What follows belongs to an exercise in optimizing a design on an open flow for small area, a short achievable clock period and few clock cycles; a production flow would make more cautious choices. Only simulation tests tie the RTL to the original design; equivalence was not proved. Power figures rest on the tool's default switching activity, not on a simulated workload.

--- design/flow/design.v ---
module modbus_slave (
    input  wire        clk,
    input  wire        rst,           
    input  wire [7:0]  slave_addr,    
    input  wire        rx_valid,
    input  wire [7:0]  rx_data,
    input  wire        rx_last,
    output wire        rx_ready,
    output reg         tx_valid,
    output reg  [7:0]  tx_data,
    output reg         tx_last,
    input  wire        tx_ready,
    input  wire        tp_error,
    input  wire        app_valid,
    input  wire        app_we,
    input  wire [2:0]  app_space,     
    input  wire [6:0]  app_addr,
    input  wire [15:0] app_wdata,
    output wire        app_ready,
    output reg  [15:0] app_rdata,
    output reg  [15:0] snap0,
    output reg  [15:0] snap1,
    output reg         snap_pending
);
    localparam RX_BUF_SIZE = 144;
    localparam [7:0] EXC_ILLEGAL_FUNCTION = 8'h01;
    localparam [7:0] EXC_ILLEGAL_ADDRESS  = 8'h02;
    localparam [7:0] EXC_ILLEGAL_VALUE    = 8'h03;
    function [15:0] crc16_byte(input [15:0] c, input [7:0] b);
        integer k;
        reg [15:0] r;
        begin
            r = c ^ {8'h00, b};
            for (k = 0; k < 8; k = k + 1)
                r = r[0] ? ((r >> 1) ^ 16'hA001) : (r >> 1);
            crc16_byte = r;
        end
    endfunction
    reg [127:0]  coils;
    reg [127:0]  dins;
    reg [1023:0] hold;       
    reg [1023:0] inp;
    reg [1023:0] stg;        
    reg        pend;         
    reg [7:0]  len;          
    reg        ovf;          
    reg [7:0]  f_addr, f_fc, f_bc;
    reg [15:0] f_start, f_qv;
    reg        f_aok;        
    reg [15:0] rcrc;
    reg [7:0]  drem;         
    reg [5:0]  wptr;         
    reg        whi;          
    reg [3:0]  cq;           
    reg        tx_busy;      
    reg        hi_pend;      
    wire        f_bcast = (f_addr == 8'h00);
    wire [16:0] f_end   = {1'b0, f_start} + {1'b0, f_qv};
    wire [16:0] f_qv7   = {1'b0, f_qv} + 17'd7;
    wire [13:0] f_nbits = f_qv7[16:3];
    wire [16:0] f_nregs = {f_qv, 1'b0};
    wire [8:0]  f_flen  = 9'd9 + {1'b0, f_bc};
    wire fc_supported = (f_fc == 8'h01) || (f_fc == 8'h02) || (f_fc == 8'h03) ||
                        (f_fc == 8'h04) || (f_fc == 8'h05) || (f_fc == 8'h06) ||
                        (f_fc == 8'h0F) || (f_fc == 8'h10);
    wire drop = (len < 8'd4) || !f_aok || (rcrc != 16'h0000);
    reg       ex_exc;
    reg [7:0] ex_code;
    always @(*) begin
        ex_exc  = 1'b1;
        ex_code = EXC_ILLEGAL_VALUE;
        if (!fc_supported) begin
            ex_code = EXC_ILLEGAL_FUNCTION;
        end else if (len < 8'd8) begin
            ex_code = EXC_ILLEGAL_VALUE;
        end else begin
            case (f_fc)
            8'h01, 8'h02: begin
                if (f_qv == 16'd0 || f_qv > 16'd2000)
                    ex_code = EXC_ILLEGAL_VALUE;
                else if (f_end > 17'd128)
                    ex_code = EXC_ILLEGAL_ADDRESS;
                else
                    ex_exc = 1'b0;
            end
            8'h03, 8'h04: begin
                if (f_qv == 16'd0 || f_qv > 16'd125)
                    ex_code = EXC_ILLEGAL_VALUE;
                else if (f_end > 17'd64)
                    ex_code = EXC_ILLEGAL_ADDRESS;
                else
                    ex_exc = 1'b0;
            end
            8'h05: begin
                if (f_qv != 16'h0000 && f_qv != 16'hFF00)
                    ex_code = EXC_ILLEGAL_VALUE;
                else if (f_start >= 16'd128)
                    ex_code = EXC_ILLEGAL_ADDRESS;
                else
                    ex_exc = 1'b0;
            end
            8'h06: begin
                if (f_start >= 16'd64)
                    ex_code = EXC_ILLEGAL_ADDRESS;
                else
                    ex_exc = 1'b0;
            end
            8'h0F: begin
                if (f_qv == 16'd0 || f_qv > 16'd1968 ||
                    {2'd0, f_nbits} != {8'd0, f_bc} || {1'b0, len} != f_flen)
                    ex_code = EXC_ILLEGAL_VALUE;
                else if (f_end > 17'd128)
                    ex_code = EXC_ILLEGAL_ADDRESS;
                else
                    ex_exc = 1'b0;
            end
            default: begin  
                if (f_qv == 16'd0 || f_qv > 16'd123 ||
                    f_nregs != {9'd0, f_bc} || {1'b0, len} != f_flen)
                    ex_code = EXC_ILLEGAL_VALUE;
                else if (f_end > 17'd64)
                    ex_code = EXC_ILLEGAL_ADDRESS;
                else
                    ex_exc = 1'b0;
            end
            endcase
        end
    end
    wire fc_bits  = (f_fc == 8'h01) || (f_fc == 8'h02);
    wire fc_regs  = (f_fc == 8'h03) || (f_fc == 8'h04);
    wire fc_wcoil = (f_fc == 8'h05) || (f_fc == 8'h0F);
    wire fc_wreg  = (f_fc == 8'h06) || (f_fc == 8'h10);
    wire go      = pend && (drop || !tx_busy);
    wire ok      = !drop && !ex_exc;
    wire cm_reg  = go && ok && fc_wreg;
    wire cm_coil = go && ok && fc_wcoil;
    wire respond = go && !drop && !f_bcast;
    assign rx_ready = !pend || go;
    wire rx_hs = rx_valid && rx_ready;
    wire [7:0] cm_cnt  = (f_fc == 8'h05 || f_fc == 8'h06) ? 8'd1 : f_qv[7:0];
    wire [6:0] rg_end  = {1'b0, f_start[5:0]} + cm_cnt[6:0];
    wire [7:0] cl_end  = {1'b0, f_start[6:0]} + cm_cnt;
    reg  [63:0]  rg_mask;
    reg  [127:0] cl_mask;
    integer mi;
    always @(*) begin
        for (mi = 0; mi < 64; mi = mi + 1)
            rg_mask[mi] = (mi[6:0] >= {1'b0, f_start[5:0]}) && (mi[6:0] < rg_end);
        for (mi = 0; mi < 128; mi = mi + 1)
            cl_mask[mi] = (mi[7:0] >= {1'b0, f_start[6:0]}) && (mi[7:0] < cl_end);
    end
    wire [7:0] rn     = pend ? 8'd0 : len;    
    wire       r_data = (rn >= 8'd7) && (drem != 8'd0);
    wire       r_fc05 = (f_fc == 8'h05);
    wire       st_reg = rx_hs && (((f_fc == 8'h06) && (rn == 8'd4 || rn == 8'd5)) ||
                                  ((f_fc == 8'h10) && r_data));
    wire       st_coil = rx_hs && ((r_fc05 && rn == 8'd4) || ((f_fc == 8'h0F) && r_data));
    wire [2:0] c_rot  = f_start[2:0];
    wire [7:0] r_byte = {rx_data[7:1], r_fc05 ? rx_data[7] : rx_data[0]};
    wire [15:0] r_dbl = {r_byte, r_byte} << (fc_wcoil ? c_rot : 3'd0);
    wire [7:0]  st_d  = r_dbl[15:8];
    wire [7:0]  ge_r  = 8'hFF << c_rot;
    reg [1023:0] st_en;
    integer si;
    always @(*) begin
        for (si = 0; si < 1024; si = si + 1) begin
            st_en[si] = st_reg && (wptr == si[9:4]) && (whi == si[3]);
            if (si < 128)
                st_en[si] = st_en[si] ||
                    (st_coil && (((cq == si[6:3]) && ge_r[si % 8]) ||
                                 ((cq + 4'd1 == si[6:3]) && !ge_r[si % 8])));
        end
    end
    genvar gi;
    generate
        for (gi = 0; gi < 1024; gi = gi + 1) begin : g_stg
            always @(posedge clk)
                if (st_en[gi]) stg[gi] <= st_d[gi % 8];
        end
    endgenerate
    always @(posedge clk) begin
        if (rx_hs) begin
            rcrc <= crc16_byte((rn == 8'd0) ? 16'hFFFF : rcrc, rx_data);
            case (rn)
            8'd0: begin
                f_addr <= rx_data;
                f_aok  <= (rx_data == slave_addr) || (rx_data == 8'h00);
            end
            8'd1: f_fc <= rx_data;
            8'd2: f_start[15:8] <= rx_data;
            8'd3: begin
                f_start[7:0] <= rx_data;
                wptr <= rx_data[5:0];
                whi  <= 1'b1;
                cq   <= rx_data[6:3];
            end
            8'd4: f_qv[15:8] <= rx_data;
            8'd5: f_qv[7:0] <= rx_data;
            8'd6: begin
                f_bc <= rx_data;
                drem <= rx_data;
                wptr <= f_start[5:0];
                whi  <= 1'b1;
            end
            default: ;
            endcase
            if (st_reg) begin
                whi <= !whi;
                if (!whi) wptr <= wptr + 6'd1;
            end
            if (r_data) begin
                drem <= drem - 8'd1;
                cq   <= cq + 4'd1;
            end
        end
    end
    always @(posedge clk) begin
        if (rst || tp_error) begin
            pend <= 1'b0;
            len  <= 8'd0;
            ovf  <= 1'b0;
        end else begin
            if (go) begin
                pend <= 1'b0;
                len  <= 8'd0;
            end
            if (rx_hs) begin
                if (rx_last) begin
                    if (!(ovf && !pend) && rn != RX_BUF_SIZE) begin
                        pend <= 1'b1;
                        len  <= rn + 8'd1;
                    end else begin
                        len <= 8'd0;    
                    end
                    ovf <= 1'b0;
                end else if (rn == RX_BUF_SIZE) begin
                    ovf <= 1'b1;
                end else begin
                    len <= rn + 8'd1;
                    if (pend) ovf <= 1'b0;
                end
            end
        end
    end
    reg        a1, a2;       
    reg        a_we;
    reg [2:0]  a_sp;
    reg [6:0]  a_ad;
    reg [15:0] a_wd;
    reg        snap_upd;
    wire quiet  = !pend && !tx_busy && !hi_pend && !tx_valid && !snap_upd;
    assign app_ready = quiet && (!app_valid || a2);
    wire app_hs = app_valid && a2 && quiet;
    wire app_wr = app_hs && a_we;
    reg  [5:0]  t_wp;        
    reg  [3:0]  t_bq;        
    reg  [7:0]  t_fc;
    wire [5:0]  rd_w  = tx_busy ? t_wp : a_ad[5:0];
    wire [3:0]  rd_s  = tx_busy ? t_bq : a_ad[6:3];
    wire        rd_wb = tx_busy ? !t_fc[0] : a_sp[0];    
    wire        rd_sb = tx_busy ? t_fc[1] : a_sp[0];     
    wire [15:0] rd_word = rd_wb ? inp[16*rd_w +: 16] : hold[16*rd_w +: 16];
    wire [7:0]  rd_slot = rd_sb ? dins[8*rd_s +: 8] : coils[8*rd_s +: 8];
    always @(posedge clk) begin
        if (rst || tp_error || !app_valid) begin
            a1 <= 1'b0;
            a2 <= 1'b0;
        end else if (!a1) begin
            a1   <= 1'b1;
            a_we <= app_we;
            a_sp <= app_space;
            a_ad <= app_addr;
            a_wd <= app_wdata;
        end else if (app_hs) begin
            a1 <= 1'b0;
            a2 <= 1'b0;
        end else begin
            a2 <= quiet;
        end
        if (a1 && !a2 && quiet) begin
            case (a_sp)
            3'd0, 3'd1: app_rdata <= {15'd0, rd_slot[a_ad[2:0]]};
            3'd2, 3'd3: app_rdata <= rd_word;
            default:    app_rdata <= {15'd0, snap_pending};
            endcase
        end
    end
    generate
        for (gi = 0; gi < 64; gi = gi + 1) begin : g_reg
            always @(posedge clk) begin
                if (cm_reg && rg_mask[gi])
                    hold[16*gi +: 16] <= stg[16*gi +: 16];
                else if (app_wr && a_sp == 3'd2 && a_ad[5:0] == gi)
                    hold[16*gi +: 16] <= a_wd;
                if (app_wr && a_sp == 3'd3 && a_ad[5:0] == gi)
                    inp[16*gi +: 16] <= a_wd;
            end
        end
        for (gi = 0; gi < 128; gi = gi + 1) begin : g_bit
            always @(posedge clk) begin
                if (cm_coil && cl_mask[gi])
                    coils[gi] <= stg[gi];
                else if (app_wr && a_sp == 3'd0 && a_ad == gi)
                    coils[gi] <= a_wd[0];
                if (app_wr && a_sp == 3'd1 && a_ad == gi)
                    dins[gi] <= a_wd[0];
            end
        end
    endgenerate
    always @(posedge clk) begin
        if (rst) begin
            snap_upd     <= 1'b0;
            snap_pending <= 1'b0;
        end else begin
            snap_upd <= cm_reg && (f_fc == 8'h10);
            if (snap_upd) begin
                snap0        <= hold[16*30 +: 16];
                snap1        <= hold[16*31 +: 16];
                snap_pending <= 1'b1;
            end else if (app_wr && a_sp == 3'd4)
                snap_pending <= 1'b0;
        end
    end
    reg  [7:0]  t_addr;
    reg  [15:0] t_s;         
    reg  [15:0] t_qv;
    reg  [2:0]  t_hidx;      
    reg         t_h6;        
    reg  [7:0]  t_dcnt;      
    reg         t_rbits;     
    reg         t_wlo;       
    reg  [7:0]  t_prev;      
    reg  [15:0] t_crc;       
    reg  [7:0]  t_crchi;
    wire slot_free = !tx_valid || tx_ready;
    wire [7:0] rs_cnt = fc_bits ? {3'd0, f_nbits[4:0]} : {f_qv[6:0], 1'b0};
    wire       rs_rd  = ok && (fc_bits || fc_regs);
    reg [7:0] h_byte;
    always @(*) begin
        case (t_hidx)
        3'd0:    h_byte = t_addr;
        3'd1:    h_byte = t_fc;
        3'd2:    h_byte = t_s[15:8];
        3'd3:    h_byte = t_s[7:0];
        3'd4:    h_byte = t_qv[15:8];
        default: h_byte = t_qv[7:0];
        endcase
    end
    wire        h_more = t_h6 ? (t_hidx != 3'd6) : (t_hidx != 3'd3);
    wire        h_lastb = t_h6 ? (t_hidx == 3'd5) : (t_hidx == 3'd2);
    wire [15:0] b_win  = {rd_slot, t_prev} >> t_s[2:0];
    wire [7:0]  b_mask = (t_dcnt == 8'd1 && t_qv[2:0] != 3'd0) ?
                         ~(8'hFF << t_qv[2:0]) : 8'hFF;
    wire [7:0]  d_byte = t_rbits ? (b_win[7:0] & b_mask) :
                         (t_wlo ? rd_word[7:0] : rd_word[15:8]);
    wire [15:0] crc_n  = crc16_byte(t_crc, tx_data);
    always @(posedge clk) begin
        if (rst || tp_error) begin
            tx_valid <= 1'b0;
            tx_busy  <= 1'b0;
            hi_pend  <= 1'b0;
            tx_last  <= 1'b0;
        end else begin
            if (slot_free) begin
                if (hi_pend) begin
                    tx_data  <= t_crchi;
                    tx_last  <= 1'b1;
                    tx_valid <= 1'b1;
                    hi_pend  <= 1'b0;
                end else if (tx_busy) begin
                    tx_valid <= 1'b1;
                    tx_last  <= 1'b0;
                    t_crc    <= (t_hidx == 3'd0) ? 16'hFFFF : crc_n;
                    if (h_more) begin
                        tx_data <= h_byte;
                        t_hidx  <= t_hidx + 3'd1;
                        if (h_lastb) begin
                            t_prev <= rd_slot;
                            t_bq   <= t_bq + 4'd1;
                        end
                    end else if (t_dcnt != 8'd0) begin
                        tx_data <= d_byte;
                        t_dcnt  <= t_dcnt - 8'd1;
                        t_prev  <= rd_slot;
                        t_bq    <= t_bq + 4'd1;
                        t_wlo   <= !t_wlo;
                        if (t_wlo) t_wp <= t_wp + 6'd1;
                    end else begin
                        tx_data <= crc_n[7:0];
                        t_crchi <= crc_n[15:8];
                        hi_pend <= 1'b1;
                        tx_busy <= 1'b0;
                    end
                end else begin
                    tx_valid <= 1'b0;
                    tx_last  <= 1'b0;
                end
            end
            if (respond) begin
                tx_busy <= 1'b1;
                t_addr  <= f_addr;
                t_fc    <= ex_exc ? (f_fc | 8'h80) : f_fc;
                t_s     <= {ex_exc ? ex_code : (rs_rd ? rs_cnt : f_start[15:8]), f_start[7:0]};
                t_qv    <= f_qv;
                t_h6    <= !ex_exc && !rs_rd;
                t_dcnt  <= rs_rd ? rs_cnt : 8'd0;
                t_rbits <= fc_bits;
                t_wlo   <= 1'b0;
                t_wp    <= f_start[5:0];
                t_bq    <= f_start[6:3];
                if (slot_free && !hi_pend) begin
                    tx_data  <= f_addr;
                    tx_valid <= 1'b1;
                    tx_last  <= 1'b0;
                    t_crc    <= 16'hFFFF;
                    t_hidx   <= 3'd1;
                end else
                    t_hidx   <= 3'd0;
            end
        end
    end
endmodule
--- design/flow/run.sh ---
#!/bin/bash
# synth_recipe.tcl (not shown) runs the flow's synth.tcl, then flattens the netlist and writes it again
# the make line also repeats each setting of config.mk as NAME=value (left out here)
make -C /OpenROAD-flow-scripts/flow DESIGN_CONFIG=/design/flow/config.mk WORK_HOME=/design/flow/orfs CLKGATE_MAP_FILE= SYNTH_SCRIPT=/design/flow/synth_recipe.tcl finish
--- design/flow/config.mk ---
export PLATFORM = sky130hd
export DESIGN_NAME = modbus_slave
export DESIGN_NICKNAME = modbus_slave
export VERILOG_FILES = /design/flow/design.v
export SDC_FILE = /design/flow/constraint.sdc
export NUM_CORES = 4
export LEC_CHECK = 0
export CAP_MARGIN = 20
export CORE_MARGIN = 2
export CORE_UTILIZATION = 35
export SLEW_MARGIN = 20
--- design/flow/constraint.sdc ---
create_clock -name core_clock -period 12.0 [get_ports {clk}]
set_input_delay 2.4000 -clock core_clock [delete_from_list [all_inputs] [get_ports {clk}]]
set_output_delay 2.4000 -clock core_clock [all_outputs]
set_load 0.01 [all_outputs]
==> summary.txt <==
per-layer routing:
metal	routed length [µm]	share of wire [%]	GRT usage, %	up-vias
li1	-	-	-	41900
met1	232000	36	35.0	55200
met2	275000	42	39.3	8903
met3	90400	14	8.88	2066
met4	54200	8.3	18.3	46
met5	460	0.071	0.156	-
how the worst min path moves through the flow:
stage | end | depth (start not counted) | start | slack (ps)
after detailed placement | snap0[14] | 0 | hold[494] | 440
final | snap0[14] | 0 | hold[494] | 440
after floorplan | snap0[4] | 0 | hold[484] | 420
after global placement | snap1[9] | 0 | hold[505] | 430
after global routing | snap0[14] | 0 | hold[494] | 450
after CTS | snap0[14] | 0 | hold[494] | 430
sequential cells by signal, summed over array words and instances (netlist names), 128 cells and up, named ones only:
name	count
dins	128
hold	1024
coils	128
inp	1024
stg	1024
critical path, cell delays in order (launching register included):
cell and delay (ps):
edfxtp_1 440, or4_1 620, nor3b_1 380, and2_1 320
nor2_1 140, fa_1 560, a21o_1 220, a21oi_1 510
o21bai_1 120, a21oi_1 640, xor2_2 170, buf_4 320
nor2_1 270, buf_4 260, nor2_1 580, buf_4 260
nand3_1 360, o22ai_2 950
logic make-up (layout without fill, tap and decap cells):
family / after synthesis / count (layout) / synth area share [%]
DFF: 3625 / 3625 / 67.7
and+or+nand+nor: 2529 / 2529 / 7.13
muxes: 1769 / 1769 / 15.0
AOI/OAI and AO/OA: 1708 / 1708 / 6.83
buffers and inverters: 862 / 1287 / 2.21
xor gates and xnor gates: 130 / 130 / 0.710
adders and majority gates: 50 / 50 / 0.399
other: 0 / 46 / 0
cell usage in the layout (no fill, tap or decap), types with 77 or more instances in the layout:
cell	n
edfxtp_1	3607
mux2_2	1040
nand2_1	966
nor2_1	676
a21oi_1	414
clkbuf_16	389
mux4_2	380
buf_4	376
o21ai_0	352
nand3_1	287
o22ai_1	200
mux2i_1	195
clkdlybuf4s50_1	110
a211oi_1	103
nor3_1	102
mux2_1	101
clkinv_1	96
a31oi_1	88
xnor2_1	80
clkbuf_1	77
report_power, final:
| part | switching (mW) | internal [mW] | total (mW) |
|---|---|---|---|
| clock | 5.32 | 6.85 | 12.2 |
| sequential | 0.0262 | 13.9 | 13.9 |
| combinational | 0.678 | 0.274 | 0.952 |
| total | 6.02 | 21.0 | 27.0 |
final cells by class:
class | instances | area share, %
sequential | 3625 | 59.3
multi-input combinational | 6186 | 27.1
clock buffer | 469 | 5.49
tap | 6125 | 4.18
timing repair buffer | 514 | 2.39
clock inverter | 240 | 1.40
inverter | 64 | 0.131
antenna | 46 | 0.0628
through the flow:
stage	util, %	worst slack [ps]	hold WS (ps)	instance area [µm²]
2_1_floorplan	-	4490	421	160000
3_3_place_gp	37.3	4480	430	170000
3_5_place_dp	37.3	4520	436	170000
4_1_cts	40.1	4500	435	183000
5_1_grt	40.2	4370	451	183000
6_report	40.2	4460	445	183000
==> impl_results.md <==
- PwrDens: 147 mW/mm²
- CP startpoint kind: register
- Syn-to-layout area delta: 14.3%
- Routed Antenna Nets: 0
- Post-synth top area share: about two thirds
- Most frequent cell after synthesis: edfxtp_1
- Clock Tree Root: clkbuf_16
- Tmin final: about 7500 ps
- Routed vias/inst: 6.26
- Port Buffers: 110
- GRT overflow: 0
- EDFF count, synth: about 3,600
- Number of max-cap violations: 0
- Syn. warnings: 1
- Post-synthesis sequential area ratio: 67.7%
- Syn Std Cell Area: 0.160 mm²
- RR Endpoint: hold[738]
- DR DRC count: 0
- Length in cells of the worst reg-to-reg path: 17
- Vias post-DR: 108,000
- Worst path arrival time: 8130 ps
- Crit-path max FO: 20
- Top FF cell, synth: edfxtp_1
- Storage cell area: 0.109 mm²
- Status: no timing/DRC/antenna violations
- TritonCTS clock tree: built
- Final #Nets: 10,900
- Routability cong.: ~1.0
- Area of the multi-input gates: 0.0497 mm²
- Synth cell types: between 100 and 150
- CTS Buffer Depth: 4
- Async set or reset register ratio after synthesis: 0%
- Routed len/inst: 37.8 µm
- Worst-skew pair later-pin latency: 1040 ps
- WS Path Type: register to register
- Leak Pwr: 57.6 nW
- Worst R2R Setup Slack: 4460 ps
- Peak supply drop: 0.000130 V
- FILL cells: 41,600
- Leading area contributor after synthesis: edfxtp_1
- H-tree depth reported by CTS: 5
- Die H: 681 µm
- Syn avg cell area: around 15 µm²
- Worst-path clk slew: roughly 60 ps
- CTS Hold Buffers Added: 0
- CTS Buf Count: 386
- First-pass GRT wire length: 871,000 µm
- Worst endpoint required time: roughly 13,000 ps
- Cell total after placement: 16,500
- DRT iter0 DRCs: 20,600
- Initial antenna violation count: 84
- Synth Net Count: 10,800
- Slew HR: under 10%
- Least-Margin Pin Slew: 1340 ps
- CTS sink count: 3,625
- Setup repair bufs after CTS: 0
- Synth Instances: 10,700
- Post_cts resized: 0
- Final Max Tran Viols: 0
- Post-synth top cells: edfxtp_1, mux2_2, nand2_1, nor2_1, clkbuf_1
- CP endpoint: hold[738]
- Top cells by area, synth: edfxtp_1, mux2_2, mux4_2
- Final period util: a little over three fifths
- GRT Total Usage: 27.3%
- Final non-filler cell total: around 17,000
- Total power: 27.0 mW
- RSZ-0062 raised after global routing: false
- Setup TNS: 0 ps
- Vias in the first global route: 99,600
- Largest net degree at the start of global routing: 129
- Final hold vios: 0
- I/O pin cnt: 111
- DR pass1 iterations: 7
- Final wirelength: 652,000 µm
- Core Area: ~0.46 mm²
- DP HPWL: 428,000 µm
- HP Class: register to register
- Worst r2r src: f_fc[5]
- Critical Path End Type: register
- Initial core utilization: 35.2%
- Share of layout cells above drive strength 1: approximately 24%
- Rows: around 250
- Post-synthesis register bit count: around 3,600
- Die width: 681 µm
- Fmax: 133 MHz
- Clock skew: 81.3 ps
- Final setup fails: 0
- Crit path launch: f_fc[5]
- Die area: 0.464 mm²
Testbench counts, summed over its fixed seeds: cycles 6,137.

## afterwards: timing with drivers on the ports
The flow's constraints put no driver on any port. The routed layout listed below was extracted and timed again, unchanged, in two steps.
Step 1, drivers: a clkbuf_16 drives clk and a buf_2 each remaining input, both assumed.
Step 2 times the ports against the registers' clock, not the clock port: input delays grow and output delays shrink by t, the midpoint of the rising clock arrivals with the driver on.
Three values: ideal, step 1, step 2; two values: the first two.
t (ns): 1.125
slack for setup (ns): 4.455 / 4.455 / 4.455
worst setup path at the end: register to register
After both steps setup and hold are still met in this run. For this run, drivers alone change the setup slack by 0.000 ns; drivers and shift together by 0.000 ns.
